Context: an optimization exercise on an open-source flow, tuned for small area, a short achievable clock period and few clock cycles. The choices shown serve that exercise and are no tape-out recipe. Function was checked by simulation only, so behaviour that the tests miss may differ from the original. Power figures rest on the tool's default switching activity, not on a simulated workload.

==> flow/design.v (excerpt) <==
module vmstack_core (
    input  wire        clk,
    input  wire        rst,           
    input  wire        start,         
    input  wire [8:0]  img_len,       
    output wire        mem_req,
    output wire        mem_we,
    output wire [7:0]  mem_addr,
    output wire [31:0] mem_wdata,
    input  wire        mem_ack,
    input  wire [31:0] mem_rdata,
    output wire [1:0]  run,
    output wire [2:0]  fcause,
    output wire [8:0]  pc,
    output wire [8:0]  sp,
    output wire [31:0] result,
    output wire        result_valid,
    output reg         trace_valid,
    output wire [8:0]  trace_pc,
    output reg  [2:0]  trace_op,
    output wire [31:0] trace_tos,
    output wire        trace_tos_valid
);
==> flow/config.mk <==
export PLATFORM = sky130hd
export DESIGN_NAME = vmstack_core
export DESIGN_NICKNAME = vmstack_core
export VERILOG_FILES = /design/flow/design.v
export SDC_FILE = /design/flow/constraint.sdc
export NUM_CORES = 4
export LEC_CHECK = 0
export CAP_MARGIN = 20
export CORE_MARGIN = 2
export CORE_UTILIZATION = 40
export SLEW_MARGIN = 20
==> flow/constraint.sdc <==
create_clock -name core_clock -period 10.0 [get_ports {clk}]
set_input_delay 2.0000 -clock core_clock [delete_from_list [all_inputs] [get_ports {clk}]]
set_output_delay 2.0000 -clock core_clock [all_outputs]
set_load 0.01 [all_outputs]
standard.sh (not shown) runs the stock make flow with config.mk's settings and CLKGATE_MAP_FILE= SYNTH_SCRIPT=/design/flow/synth_recipe.tcl, a recipe that flattens the netlist after the stock synthesis.
==> flow/flow/run.sh <==
#!/bin/bash
set -euo pipefail
cd "$(dirname "$0")/.."
bash ./standard.sh "BUFFER_PORTS_ARGS=-buffer_cell sky130_fd_sc_hd__buf_1" \
    SETUP_SLACK_MARGIN=5.5 finish > run_flow.log 2>&1
Testbench counts at the start, summed over its fixed seeds: cycles 54,286.
Next try:
--- a/flow/design.v
+++ b/flow/design.v
@@ -24,68 +24,67 @@
     localparam [8:0] ORIGIN = 9'd100;
     localparam [1:0] RUNNING = 2'd0, HALTED = 2'd1, FAULTED = 2'd2, NORUN = 2'd3;
     localparam [2:0] F_ILLEGAL   = 3'd1, F_UNDERFLOW = 3'd2, F_OVERFLOW = 3'd3,
                      F_DIVZERO   = 3'd4, F_RESERVED  = 3'd5, F_PCRANGE  = 3'd6;
     localparam [2:0] OP_HALT = 3'd0, OP_ADD = 3'd1, OP_SUB = 3'd2, OP_MUL = 3'd3,
                      OP_DIV  = 3'd4, OP_PUSH = 3'd5;
     reg [1:0]  run_r;
     reg [2:0]  fc_r;
     reg [8:0]  fpc;         
     reg [8:0]  lim;
     reg        more;        
     reg [6:0]  sp_r;
+    reg        sp_emp;      
     reg [29:0] ir;          
     reg        irv;
     reg        k_push, k_halt, k_add, k_sub, k_mul, k_div, k_ill, k_res;
     reg        k_as, k_md;  
     reg [31:0] T, N, A;
     reg        nv, nd;
     reg        s_ex, s_mul, s_div, s_dneg, s_dfix;
     reg [5:0]  cnt;
     reg        qneg;
     reg        stl;         
     reg        sf;          
     reg        fq;          
-    reg [1:0]  mb;          
     wire running = (run_r == RUNNING);
     assign run          = run_r;
     assign fcause       = fc_r;
     assign pc           = fpc;
     assign sp           = {2'b00, sp_r};
     assign result       = T;
-    wire   sp_emp       = (sp_r == 7'd100);
     assign result_valid = (run_r == HALTED) && !sp_emp;
     assign trace_tos    = T;
     assign trace_tos_valid = !sp_emp;
     assign trace_pc     = fpc - 9'd1 - {8'd0, irv};
     assign mem_req   = sf || (fq && running);
     assign mem_we    = sf && k_push;
     assign mem_addr  = sf ? {1'b0, sp_r} : fpc[7:0];
     assign mem_wdata = N;
     wire [1:0] rtag = mem_rdata[31:30];
     wire       rlow = (mem_rdata[29:3] == 27'd0);
     wire [2:0] rop  = mem_rdata[2:0];
     wire       r_op = (rtag == 2'b01) && rlow;
     wire       r_opx = (rtag == 2'b01);
     wire       r_binx = r_opx && (rop != 3'd0) && (rop <= 3'd4);
     wire ex_go = running && s_ex && irv && !stl;
     wire e_as  = s_ex && k_as;
     wire e_md  = s_ex && k_md;
     wire xs_N  = e_as;
     wire xs_R  = s_div;
     wire ys_T  = e_as || s_dfix;
     wire ys_N  = e_md || s_dneg || s_div;
     wire inv   = (s_ex && (k_sub || (k_div && N[31]))) || s_dneg || s_dfix || (s_div && !A[31]);
-    wire [31:0] pp0  = {32{mb[0]}} & N;
-    wire [31:0] pp1  = {32{mb[1]}} & {N[30:0], 1'b0};
+    wire [31:0] pp0  = {32{T[0]}} & N;
+    wire [31:0] pp1  = {32{T[1]}} & {N[30:0], 1'b0};
     wire [31:0] cs_s = A ^ pp0 ^ pp1;
     wire [31:0] cs_c = (A & pp0) | (A & pp1) | (pp0 & pp1);
     wire [31:0] P = ({32{s_mul}} & cs_s) | ({32{xs_N}} & N) | ({32{xs_R}} & {A[30:0], T[31]});
     wire [31:0] Q = ({32{s_mul}} & {cs_c[30:0], 1'b0}) |
                     ((({32{ys_T}} & T) | ({32{ys_N}} & N)) ^ {32{inv}});
     wire [31:0] S = P + Q + {31'd0, inv};
     wire [7:0] gT, gN;
     genvar g;
     generate for (g = 0; g < 8; g = g + 1) begin : grp
         assign gT[g] = |T[4*g+3:4*g];
         assign gN[g] = |N[4*g+3:4*g];
     end endgenerate
@@ -301,25 +300,24 @@
             n_sf = 1'b0;
             n_fq = 1'b0;
         end else if (running) begin
             n_sf = (n_run == RUNNING) && n_ex && n_irv && n_stl;
             n_fq = (n_run == RUNNING) && n_more && (!n_irv || (n_ex && !n_stl));
         end else begin
             n_sf = 1'b0;
             n_fq = start && (img_len != 9'd0);
         end
     end
     always @(posedge clk) begin
         run_r <= n_run;  fc_r <= n_fc;  fpc <= n_fpc;  lim <= n_lim;  more <= n_more;
-        sp_r <= n_sp;
+        sp_r <= n_sp;    sp_emp <= (n_sp == 7'd100);
         ir <= n_ir;      irv <= n_irv;
         k_push <= n_push; k_halt <= n_halt; k_add <= n_add; k_sub <= n_sub;
         k_mul <= n_mul;  k_div <= n_div;  k_ill <= n_ill;  k_res <= n_res;
         k_as <= n_as;    k_md <= n_md;
         T <= n_T;  N <= n_N;  A <= n_A;  nv <= n_nv;  nd <= n_nd;
         s_ex <= n_ex;  s_mul <= n_smul;  s_div <= n_sdiv;  s_dneg <= n_sdneg;  s_dfix <= n_sdfix;
         cnt <= n_cnt;  qneg <= n_qneg;
         trace_valid <= n_tv;  trace_op <= n_top;
         stl <= n_stl;  sf <= n_sf;  fq <= n_fq;
-        mb  <= s_mul ? T[3:2] : (mul_swap ? N[1:0] : T[1:0]);
     end
 endmodule
The changed run produced a clean layout.
Core utilization is lower by 1.5 points.
Clock skew stays flat.
Hold slack is about the same.
Design area is lower by a few percent.
Power is lower by a quarter to a third.
Routed wire length is lower by a few percent.
Setup slack got worse by 0.11 ns.
Register-to-register slack got worse by 0.11 ns.
Via count is lower by a few percent.
Non-clock buffer count is lower by 45.
Testbench counts after the change, summed over its fixed seeds: cycles 54,286.

[separate check: timing with driven ports]
No port has a modelled driver above. Below, the same layouts with a new extraction and two added sets of constraints. Step 1: set_driving_cell puts a clkbuf_16 on clk and a buf_2 on each other input, an assumption about the parent block. Step 2 also shifts input and output timing later by t, the mid clock arrival at the registers, as if the neighbouring blocks saw the same clock. Three values: ideal ports, drivers, drivers and shift; two values: the first two.
| run | t, ns | setup WS [ns] | cell pins on the clock port's net |
|---|---|---|---|
| the first run | 0.528 | 5.528 / 5.528 / 5.528 | 1 |
| the second run | 0.538 | 5.418 / 5.418 / 5.418 | 1 |
After both steps every run listed still meets setup and hold.
